What follows belongs to an exercise in optimizing a design on an open flow for small area, a short achievable clock period and few clock cycles per item; a production flow would make more cautious choices.
Function not checked in this run: the RTL went through the layout flow alone.

File: design.v
module aes_sbox_p1 (
    input  wire [7:0]  a,
    output wire [11:0] m
);
    wire [7:0] t;
    assign t[0] = a[0] ^ a[5];
    assign t[1] = a[2] ^ a[3] ^ a[5];
    assign t[2] = a[1] ^ a[6] ^ a[7];
    assign t[3] = a[1] ^ a[3] ^ a[6] ^ a[7];
    assign t[4] = a[2] ^ a[3] ^ a[4] ^ a[6] ^ a[7];
    assign t[5] = a[2] ^ a[3] ^ a[5] ^ a[7];
    assign t[6] = a[1] ^ a[4] ^ a[5] ^ a[6];
    assign t[7] = a[5] ^ a[7];
    aes_gf_inv_p1 u_inv (.a(t), .m(m));
endmodule
module aes_sbox_p2 (
    input  wire [11:0] m,
    output wire [7:0]  y
);
    wire [7:0] ti;
    aes_gf_inv_p2 u_inv (.m(m), .y(ti));
    assign y[0] = ~(ti[0] ^ ti[4] ^ ti[5] ^ ti[7]);
    assign y[1] = ~(ti[0] ^ ti[2]);
    assign y[2] = ti[0] ^ ti[1] ^ ti[3];
    assign y[3] = ti[0] ^ ti[4] ^ ti[6];
    assign y[4] = ti[0] ^ ti[1] ^ ti[2] ^ ti[4] ^ ti[5] ^ ti[7];
    assign y[5] = ~(ti[1] ^ ti[2] ^ ti[4] ^ ti[5] ^ ti[7]);
    assign y[6] = ~(ti[4] ^ ti[7]);
    assign y[7] = ti[1] ^ ti[2] ^ ti[3] ^ ti[4];
endmodule
module aes_sbox_ed_p1 (
    input  wire        dec,
    input  wire [7:0]  a,
    output wire [11:0] m
);
    wire [7:0] te, td;
    assign te[0] = a[0] ^ a[5];
    assign te[1] = a[2] ^ a[3] ^ a[5];
    assign te[2] = a[1] ^ a[6] ^ a[7];
    assign te[3] = a[1] ^ a[3] ^ a[6] ^ a[7];
    assign te[4] = a[2] ^ a[3] ^ a[4] ^ a[6] ^ a[7];
    assign te[5] = a[2] ^ a[3] ^ a[5] ^ a[7];
    assign te[6] = a[1] ^ a[4] ^ a[5] ^ a[6];
    assign te[7] = a[5] ^ a[7];
    assign td[0] = ~(a[4] ^ a[5]);
    assign td[1] = ~(a[0] ^ a[1] ^ a[5]);
    assign td[2] = a[1] ^ a[4] ^ a[5];
    assign td[3] = a[0] ^ a[1] ^ a[2] ^ a[4];
    assign td[4] = ~(a[1] ^ a[2] ^ a[7]);
    assign td[5] = ~(a[0] ^ a[4] ^ a[5] ^ a[6]);
    assign td[6] = a[1] ^ a[2] ^ a[3] ^ a[4] ^ a[5] ^ a[7];
    assign td[7] = a[1] ^ a[2] ^ a[6] ^ a[7];
    aes_gf_inv_p1 u_inv (.a(dec ? td : te), .m(m));
endmodule
module aes_sbox_ed_p2 (
    input  wire        dec,
    input  wire [11:0] m,
    output wire [7:0]  y
);
    wire [7:0] ti, ye, yd;
    aes_gf_inv_p2 u_inv (.m(m), .y(ti));
    assign ye[0] = ~(ti[0] ^ ti[4] ^ ti[5] ^ ti[7]);
    assign ye[1] = ~(ti[0] ^ ti[2]);
    assign ye[2] = ti[0] ^ ti[1] ^ ti[3];
    assign ye[3] = ti[0] ^ ti[4] ^ ti[6];
    assign ye[4] = ti[0] ^ ti[1] ^ ti[2] ^ ti[4] ^ ti[5] ^ ti[7];
    assign ye[5] = ~(ti[1] ^ ti[2] ^ ti[4] ^ ti[5] ^ ti[7]);
    assign ye[6] = ~(ti[4] ^ ti[7]);
    assign ye[7] = ti[1] ^ ti[2] ^ ti[3] ^ ti[4];
    assign yd[0] = ti[0] ^ ti[1] ^ ti[5] ^ ti[7];
    assign yd[1] = ti[4] ^ ti[5] ^ ti[6];
    assign yd[2] = ti[2] ^ ti[3] ^ ti[5] ^ ti[7];
    assign yd[3] = ti[2] ^ ti[3];
    assign yd[4] = ti[2] ^ ti[6] ^ ti[7];
    assign yd[5] = ti[1] ^ ti[5] ^ ti[7];
    assign yd[6] = ti[1] ^ ti[2] ^ ti[4] ^ ti[6];
    assign yd[7] = ti[1] ^ ti[5];
    assign y = dec ? yd : ye;
endmodule
module aes_gf_inv_p1 (
    input  wire [7:0]  a,
    output wire [11:0] m
);
    function [3:0] gf16_mul;
        input [3:0] p;
        input [3:0] q;
        reg [6:0] r;
        begin
            r = ({3'b0, p} & {7{q[0]}})
              ^ ({2'b0, p, 1'b0} & {7{q[1]}})
              ^ ({1'b0, p, 2'b0} & {7{q[2]}})
              ^ ({p, 3'b0} & {7{q[3]}});
            gf16_mul = r[3:0] ^ {r[6:4], 1'b0} ^ {1'b0, r[6:4]};
        end
    endfunction
    wire [3:0] ah  = a[7:4];
    wire [3:0] al  = a[3:0];
    wire [3:0] ahl = ah ^ al;
    wire [3:0] sq  = {ah[0] ^ ah[1] ^ ah[2], ah[1] ^ ah[2], ah[0] ^ ah[1], ah[2] ^ ah[3]};
    assign m = {ah, ahl, gf16_mul(ahl, al) ^ sq};
endmodule
module aes_gf_inv_p2 (
    input  wire [11:0] m,
    output wire [7:0]  y
);
    function [3:0] gf16_mul;
        input [3:0] p;
        input [3:0] q;
        reg [6:0] r;
        begin
            r = ({3'b0, p} & {7{q[0]}})
              ^ ({2'b0, p, 1'b0} & {7{q[1]}})
              ^ ({1'b0, p, 2'b0} & {7{q[2]}})
              ^ ({p, 3'b0} & {7{q[3]}});
            gf16_mul = r[3:0] ^ {r[6:4], 1'b0} ^ {1'b0, r[6:4]};
        end
    endfunction
    function [3:0] gf16_inv;
        input [3:0] p;
        case (p)
            4'h0: gf16_inv = 4'h0;
            4'h1: gf16_inv = 4'h1;
            4'h2: gf16_inv = 4'h9;
            4'h3: gf16_inv = 4'he;
            4'h4: gf16_inv = 4'hd;
            4'h5: gf16_inv = 4'hb;
            4'h6: gf16_inv = 4'h7;
            4'h7: gf16_inv = 4'h6;
            4'h8: gf16_inv = 4'hf;
            4'h9: gf16_inv = 4'h2;
            4'ha: gf16_inv = 4'hc;
            4'hb: gf16_inv = 4'h5;
            4'hc: gf16_inv = 4'ha;
            4'hd: gf16_inv = 4'h4;
            4'he: gf16_inv = 4'h3;
            4'hf: gf16_inv = 4'h8;
            default: gf16_inv = 4'h0;
        endcase
    endfunction
    wire [3:0] ah  = m[11:8];
    wire [3:0] ahl = m[7:4];
    wire [3:0] di  = gf16_inv(m[3:0]);
    assign y = {gf16_mul(ah, di), gf16_mul(ahl, di)};
endmodule
module aes128_cipher (
    input  wire         clk,
    input  wire         rst,           
    input  wire         in_valid,
    output wire         in_ready,
    input  wire         in_decrypt,    
    input  wire [127:0] in_key,
    input  wire [127:0] in_block,
    output reg          out_valid,
    output reg  [127:0] out_block
);
    function [7:0] xtime;
        input [7:0] a;
        xtime = {a[6:0], 1'b0} ^ (a[7] ? 8'h1b : 8'h00);
    endfunction
    function [31:0] mix_col;
        input [31:0] c;
        reg [7:0] a0, a1, a2, a3, t;
        begin
            a0 = c[31:24]; a1 = c[23:16]; a2 = c[15:8]; a3 = c[7:0];
            t = a0 ^ a1 ^ a2 ^ a3;
            mix_col[31:24] = a0 ^ t ^ xtime(a0 ^ a1);
            mix_col[23:16] = a1 ^ t ^ xtime(a1 ^ a2);
            mix_col[15:8]  = a2 ^ t ^ xtime(a2 ^ a3);
            mix_col[7:0]   = a3 ^ t ^ xtime(a3 ^ a0);
        end
    endfunction
    function [31:0] p_col;
        input [31:0] c;
        reg [7:0] a0, a1, a2, a3, u, v;
        begin
            a0 = c[31:24]; a1 = c[23:16]; a2 = c[15:8]; a3 = c[7:0];
            u = xtime(xtime(a0 ^ a2));
            v = xtime(xtime(a1 ^ a3));
            p_col = {a0 ^ u, a1 ^ v, a2 ^ u, a3 ^ v};
        end
    endfunction
    function [7:0] rcon;
        input [3:0] n;
        case (n)
            4'd1:    rcon = 8'h01;
            4'd2:    rcon = 8'h02;
            4'd3:    rcon = 8'h04;
            4'd4:    rcon = 8'h08;
            4'd5:    rcon = 8'h10;
            4'd6:    rcon = 8'h20;
            4'd7:    rcon = 8'h40;
            4'd8:    rcon = 8'h80;
            4'd9:    rcon = 8'h1b;
            4'd10:   rcon = 8'h36;
            default: rcon = 8'h00;
        endcase
    endfunction
    reg         r0_v, r0_dec, r0_first;
    reg [3:0]   r0_rnd;
    reg [127:0] r0_st, r0_k;
    reg         r1_v, r1_dec, r1_last;
    reg [3:0]   r1_rnd;
    reg [191:0] r1_m;
    reg [47:0]  r1_km;
    reg [127:0] r1_base;
    reg         r2_v, r2_dec, r2_last;
    reg [3:0]   r2_rnd;
    reg [127:0] r2_w, r2_k;
    reg         ir;        
    reg         ov;        
    reg         dec_q;     
    reg [31:0]  mq;        
    reg         e_ok;      
    reg         e_rs;      
    reg         e_ph;      
    reg [3:0]   e_cnt;     
    reg [127:0] e_tag, e_k;
    reg [47:0]  e_km;
    assign in_ready = ir;
    genvar g, r, c;
    wire [127:0] u1 = r0_st ^ (r0_first ? r0_k : 128'd0);
    wire [127:0] p1;
    generate
        for (c = 0; c < 4; c = c + 1) begin : g_perm_c
            for (r = 0; r < 4; r = r + 1) begin : g_perm_r
                assign p1[127-8*(r+4*c) -: 8] = r0_dec ? u1[127-8*(r+4*((c+4-r)%4)) -: 8]
                                                      : u1[127-8*(r+4*((c+r)%4)) -: 8];
            end
        end
    endgenerate
    wire [191:0] m1;
    generate
        for (g = 0; g < 16; g = g + 1) begin : g_sb1
            aes_sbox_ed_p1 u_sb (.dec(r0_dec), .a(p1[127-8*g -: 8]), .m(m1[191-12*g -: 12]));
        end
    endgenerate
    wire [31:0] k0w0 = r0_k[127:96];
    wire [31:0] k0w1 = r0_k[95:64];
    wire [31:0] k0w2 = r0_k[63:32];
    wire [31:0] k0w3 = r0_k[31:0];
    wire [31:0] ks_in  = r0_dec ? (k0w3 ^ k0w2) : k0w3;
    wire [31:0] ks_rot = {ks_in[23:0], ks_in[31:24]};
    wire [47:0] km1;
    generate
        for (g = 0; g < 4; g = g + 1) begin : g_ksb1
            aes_sbox_p1 u_sb (.a(ks_rot[31-8*g -: 8]), .m(km1[47-12*g -: 12]));
        end
    endgenerate
    wire [31:0]  rcw   = {rcon(r0_rnd), 24'h0};
    wire [127:0] base1 = r0_dec
        ? {k0w0 ^ rcw, k0w1 ^ k0w0, k0w2 ^ k0w1, k0w3 ^ k0w2}
        : {k0w0 ^ rcw, k0w0 ^ k0w1 ^ rcw, k0w0 ^ k0w1 ^ k0w2 ^ rcw, k0w0 ^ k0w1 ^ k0w2 ^ k0w3 ^ rcw};
    wire last1 = r0_dec ? (r0_rnd == 4'd1) : (r0_rnd == 4'd10);
    wire [127:0] w2;
    generate
        for (g = 0; g < 16; g = g + 1) begin : g_sb2
            aes_sbox_ed_p2 u_sb (.dec(r1_dec), .m(r1_m[191-12*g -: 12]), .y(w2[127-8*g -: 8]));
        end
    endgenerate
    wire [31:0] kt2;
    generate
        for (g = 0; g < 4; g = g + 1) begin : g_ksb2
            aes_sbox_p2 u_sb (.m(r1_km[47-12*g -: 12]), .y(kt2[31-8*g -: 8]));
        end
    endgenerate
    wire [31:0]  kt2m = r1_dec ? 32'd0 : kt2;
    wire [127:0] k2   = r1_base ^ {kt2, kt2m, kt2m, kt2m};
    wire [127:0] z3 = r2_w ^ r2_k;
    wire [127:0] mi3;
    wire [127:0] y3;
    generate
        for (c = 0; c < 4; c = c + 1) begin : g_mix
            assign mi3[127-32*c -: 32] = r2_dec ? p_col(z3[127-32*c -: 32]) : r2_w[127-32*c -: 32];
            assign y3[127-32*c -: 32]  = mix_col(mi3[127-32*c -: 32]) ^ (r2_dec ? 32'd0 : r2_k[127-32*c -: 32]);
        end
    endgenerate
    wire [31:0] e_rot = {e_k[23:0], e_k[31:24]};
    wire [47:0] e_km1;
    wire [31:0] e_t;
    generate
        for (g = 0; g < 4; g = g + 1) begin : g_esb
            aes_sbox_p1 u_sb1 (.a(e_rot[31-8*g -: 8]), .m(e_km1[47-12*g -: 12]));
            aes_sbox_p2 u_sb2 (.m(e_km[47-12*g -: 12]), .y(e_t[31-8*g -: 8]));
        end
    endgenerate
    wire [31:0]  e_tr = e_t ^ {rcon(e_cnt), 24'h0};
    wire [31:0]  e_n0 = e_k[127:96] ^ e_tr;
    wire [31:0]  e_n1 = e_k[95:64] ^ e_n0;
    wire [31:0]  e_n2 = e_k[63:32] ^ e_n1;
    wire [31:0]  e_n3 = e_k[31:0] ^ e_n2;
    wire match   = &mq;
    wire restart = ov && !e_rs && (!e_ok || !match);
    wire dec_fit = ov && !e_rs && match && e_ok && (e_cnt == 4'd11 || (e_cnt == 4'd10 && e_ph));
    wire slot_next = !r1_v || r1_last;
    integer i;
    always @(posedge clk) begin
        r1_v    <= r0_v && !rst;
        r1_dec  <= r0_dec;
        r1_last <= last1;
        r1_rnd  <= r0_rnd;
        r1_m    <= m1;
        r1_km   <= km1;
        r1_base <= base1;
        r2_v    <= r1_v && !rst;
        r2_dec  <= r1_dec;
        r2_last <= r1_last;
        r2_rnd  <= r1_rnd;
        r2_w    <= w2;
        r2_k    <= k2;
        if (ir) begin
            r0_v     <= in_valid && !rst;
            r0_dec   <= dec_q;
            r0_first <= 1'b1;
            r0_rnd   <= dec_q ? 4'd10 : 4'd1;
            r0_st    <= in_block;
            r0_k     <= dec_q ? e_k : in_key;
        end else begin
            r0_v     <= r2_v && !r2_last && !rst;
            r0_dec   <= r2_dec;
            r0_first <= 1'b0;
            r0_rnd   <= r2_dec ? r2_rnd - 4'd1 : r2_rnd + 4'd1;
            r0_st    <= y3;
            r0_k     <= r2_k;
        end
        out_valid <= r2_v && r2_last && !rst;
        out_block <= z3;
        ir    <= !rst && in_valid && !ir && slot_next && (!in_decrypt || dec_fit);
        ov    <= !rst && in_valid && !ir;
        dec_q <= in_decrypt;
        for (i = 0; i < 32; i = i + 1)
            mq[i] <= (in_key[4*i +: 4] == e_tag[4*i +: 4]);
        e_rs <= restart && !rst;
        if (rst)
            e_ok <= 1'b0;
        else if (restart)
            e_ok <= 1'b1;
    end
    always @(posedge clk) begin
        if (restart) begin
            e_tag <= in_key;
            e_k   <= in_key;
            e_cnt <= 4'd1;
            e_ph  <= 1'b0;
        end else if (e_cnt != 4'd11) begin
            e_ph <= !e_ph;
            if (!e_ph) begin
                e_km <= e_km1;
            end else begin
                e_k   <= {e_n0, e_n1, e_n2, e_n3};
                e_cnt <= e_cnt + 4'd1;
            end
        end
    end
endmodule
File: run.sh
#!/bin/bash
# synth_recipe.tcl (not shown) runs the flow's synth.tcl, then flattens the netlist and writes it again
# the make line also repeats each setting of config.mk as NAME=value (left out here)
make -C /OpenROAD-flow-scripts/flow DESIGN_CONFIG=/design/flow/config.mk WORK_HOME=/design/flow/orfs CLKGATE_MAP_FILE= SYNTH_SCRIPT=/design/flow/synth_recipe.tcl finish
File: config.mk
export PLATFORM = sky130hd
export DESIGN_NAME = aes128_cipher
export DESIGN_NICKNAME = aes128_cipher
export VERILOG_FILES = /design/flow/design.v
export SDC_FILE = /design/flow/constraint.sdc
export NUM_CORES = 4
export LEC_CHECK = 0
export CAP_MARGIN = 20
export CELL_PAD_IN_SITES_DETAIL_PLACEMENT = 2
export CELL_PAD_IN_SITES_GLOBAL_PLACEMENT = 2
export CORE_MARGIN = 2
export CORE_UTILIZATION = 15
export PLACE_DENSITY = 0.35
export SLEW_MARGIN = 20
File: constraint.sdc
create_clock -name core_clock -period 10.0 [get_ports {clk}]
set_input_delay 2.0000 -clock core_clock [delete_from_list [all_inputs] [get_ports {clk}]]
set_output_delay 2.0000 -clock core_clock [all_outputs]
set_load 0.01 [all_outputs]
==> summary.txt <==
-- stage by stage --
step / worst slack [ps] / area (um^2) / hold WS [ps] / utilization, %
floorplan: 4221 / 95000 / 309.6 / -
CTS: 3431 / 116200 / 310.6 / 18.40
finish: 3526 / 116400 / 319.3 / 18.42
global placement: 3543 / 109200 / 312.9 / 17.28
detailed placement: 3549 / 109300 / 313.6 / 17.30
global route: 3013 / 116300 / 330.1 / 18.41
-- metal layers --
layer  track usage [%]  share of wire [%]  wire length [um]  up-vias
li1                  -                  -                 -    34219
met1             20.48                 46            234800    36906
met2             27.81                 50            253900      748
met3             1.312                2.2             11020      325
met4             2.527                1.7              8608       12
met5                 0              0.011                57        -
-- path summary, 6_finish.rpt --
path,slack [ps],end,start
setup / recovery,3530,g_sb2[15].u_sb.u_inv.di[2]$_DFF_P_,r0_first$_DFF_P_
hold / removal,320,r1_rnd[2]$_DFF_P_,r0_rnd[2]$_DFF_P_
setup reg to reg,3530,g_sb2[15].u_sb.u_inv.di[2]$_DFF_P_,r0_first$_DFF_P_
hold reg to reg,320,r1_rnd[2]$_DFF_P_,r0_rnd[2]$_DFF_P_
-- cells by family (layout without fill, tap and decap cells) --
family	after synthesis	in the layout	share of synthesized area, %
mux	433	433	5.333
flops	1408	1408	32.87
buf+inv	802	1354	3.456
other cells	0	44	0
xor+xnor	3914	3914	37.37
simple gates	2567	2567	11.07
fa+ha+maj	262	262	3.459
compound gates	1021	1021	6.437
-- state kept, by name, indices dropped and copies added, names as in the netlist, 16 cells and up --
| name | cells |
|---|---|
| e_km | 48 |
| e_tag | 128 |
| r1_km | 32 |
| r2_k | 128 |
| r0_st | 128 |
| r1_base | 128 |
| r1_m | 128 |
| r0_k | 128 |
| g_esb.u_sb2.u_inv.di | 16 |
| mq | 32 |
| e_k | 128 |
| g_sb2.u_sb.u_inv.di | 64 |
| g_ksb2.u_sb.u_inv.di | 16 |
| r2_w | 128 |
| out_block | 128 |
-- critical path, stage by stage (launching register included) --
cell and delay, ps:
sky130_fd_sc_hd__dfxtp_4 860, sky130_fd_sc_hd__clkinv_1 600, sky130_fd_sc_hd__buf_4 430, sky130_fd_sc_hd__a221o_1 400, sky130_fd_sc_hd__a21o_1 250, sky130_fd_sc_hd__xnor3_1 390
sky130_fd_sc_hd__mux2i_1 170, sky130_fd_sc_hd__xor2_1 530, sky130_fd_sc_hd__inv_1 180, sky130_fd_sc_hd__ha_1 330, sky130_fd_sc_hd__inv_1 160, sky130_fd_sc_hd__nand2_1 100
sky130_fd_sc_hd__xor2_1 360, sky130_fd_sc_hd__xnor2_1 150, sky130_fd_sc_hd__xnor2_1 520, sky130_fd_sc_hd__ha_1 250, sky130_fd_sc_hd__inv_1 50, sky130_fd_sc_hd__or3_1 360
sky130_fd_sc_hd__o211ai_1 90
-- Yosys cell counts, drive strengths merged, types with 50 or more instances --
master  count  area (um^2)
o21ai     296         1489
nand2    1453         5454
nor2      769         2887
dfxtp    1104        22100
nor2b      58        362.9
buf       138        788.3
a21oi     436         2197
mux2       79        889.6
mux2i     304         3050
edfxtp    304         9129
xnor2    2316        20470
mux4       50         1126
clkbuf    282         1061
inv       380         1426
ha        261         3266
nor3       54        270.3
xor2     1530        13450
-- layout make-up --
| class | instances | share of cell area [%] |
|---|---|---|
| Sequential cell | 1408 | 26.86 |
| Inverter | 382 | 1.254 |
| Clock buffer | 277 | 5.023 |
| Multi-Input combinational cell | 8197 | 52.08 |
| Antenna cell | 44 | 0.09462 |
| Tap cell | 8379 | 9.009 |
| Timing Repair Buffer | 597 | 4.717 |
| Clock inverter | 98 | 0.9623 |
==> qor.log <==
[clock_network] root buf cell sky130_fd_sc_hd__clkbuf_16
[detailed_routing] final WL 508400 um
[detailed_routing] DRC marker count from the first detailed-route iteration 2893
[setup_path] logic depth of the worst register-to-register path 18
[final_layout] most frequent cells in the layout sky130_fd_sc_hd__xnor2_1, sky130_fd_sc_hd__xor2_1, sky130_fd_sc_hd__nand2_1
[synthesis] unique cell type count in the Yosys netlist 94
[floorplanning] die footprint 0.6397 mm^2
[placed_design] count of input and output buffers 389
[global_route] largest net degree at the start of global routing 82
[floorplanning] Die H 799.8 um
[setup_path] arrival time reported for the critical path endpoint 7350 ps
[flow_run] count of maximum capacitance violations 0
[detailed_routing] Initial DRT Pass Iterations 5
[detailed_routing] remaining antenna violation count after routing 0
[synthesis] fraction of synthesis flops using an asynchronous set or reset pin 0%
[synthesis] Post-synth EDFFs 304
[timing] worst-margin pin slew 1153 ps
[detailed_routing] average via count per standard cell 3.726
[hold_path] Cells on Worst Hold Path 0
[final_layout] commonest non-fill, non-tap cell in the layout sky130_fd_sc_hd__xnor2_1
[final_layout] Fill cells 71643
[clock_network] clk slew on worst S/H paths 70 ps
[synthesis] synthesized net count 10929
[synthesis] flip-flop and latch count after synthesis 1408
[setup_path] type of element launching the critical path flip-flop
[clock_network] clock latency at the later pin of the worst-skew pair 980 ps
[floorplanning] Boundary Pins 390
[global_route] antenna violations before repair 74
[floorplanning] count of standard-cell rows 292
[clock_network] CTS tree built
[synthesis] Synth Flop Type sky130_fd_sc_hd__dfxtp_1
[hold_path] Worst Hold Class reg -> reg
[setup_path] Setup Crit Path Kind reg -> reg
[global_route] global routing usage summed across all routing layers 15.52%
[timing] final setup skew 134.1 ps
[clock_network] CTS sink count 1408
[timing] crit share post-route 64.74%
[clock_network] cells resized by post-CTS repair 0
[floorplanning] starting density of the core 15.04%
[floorplanning] horizontal extent of the die 799.8 um
[clock_network] CTS Hold Buffers Added 0
[clock_network] number of buffers created by CTS 203
[timing] total negative setup slack 0 ps
[placed_design] RD Place Congestion 0.7944
[floorplanning] area of the core 0.6317 mm^2
[timing] peak clock frequency supported by timing 154.5 MHz
[setup_path] category of the worst setup path capture point flip-flop
[final_layout] post-route insts no fill 19382
[synthesis] yosys synthesis warning count 3
[status] status no timing/DRC/antenna violations
[global_route] number of global-route vias before repair 79734
[placed_design] number of placed instances with taps included 18963
[final_layout] share of final-layout standard cells stronger than drive strength 1 7.172%
[final_layout] Area Growth Syn to Fin 22.50%
[global_route] wire length of the first global-routing pass 690900 um
[synthesis] sequential element share of the synthesized area 32.87%
[detailed_routing] average wire per standard cell 26.23 um
[global_route] global route overflow 0
[detailed_routing] # DRC 0
[synthesis] count of mapped cells out of synthesis 10407
[final_layout] area of the multi-input gates 0.06061 mm^2
[synthesis] Mapped Area 0.09500 mm^2
[synthesis] Avg Inst Size Synth 9.128 um^2
[clock_network] number of buffers inserted to repair setup after CTS 0
[clock_network] number of H-tree levels 4
[timing] worst slew margin relative to its limit 20.95%
[timing] hold violation count in the final report 0
[detailed_routing] number of vias after detailed routing 72210
[setup_path] Worst Path Required 10870 ps
[timing] final worst path period need 6474 ps
[placed_design] HPWL after detailed placement 424300 um
[timing] unrepaired setup endpoints after global routing no
[final_layout] register area 0.03125 mm^2
[final_layout] Total Nets Final 11311
[clock_network] maximum root-to-sink buffer count 4
[timing] setup violators final 0
[timing] max-slew violation total from the final report 0
[setup_path] top fanout value on the critical path 45

port drivers added, routing unchanged:
No port has a modelled driver above. Below, the same layout with a new extraction and two added sets of constraints.
Step 1 assumes that a clkbuf_16 drives the clock port and a buf_2 every other input.
Step 2 moves the port delays by t, midway between the first and last clock arrival at a register: inputs arrive t later, outputs are due t later. That takes back most of the time a late clock gives input paths.
a / b / c = no drivers / after step 1 / after step 2; a / b = the first two.
shift t [ns]: 1.050
setup slack, ns: 3.526 / 3.526 / 3.526
pins driven straight from the clock port: 1
After both steps setup and hold are still met in this run. For this run, drivers alone change the setup slack by 0.000 ns; drivers and shift together by 0.000 ns.
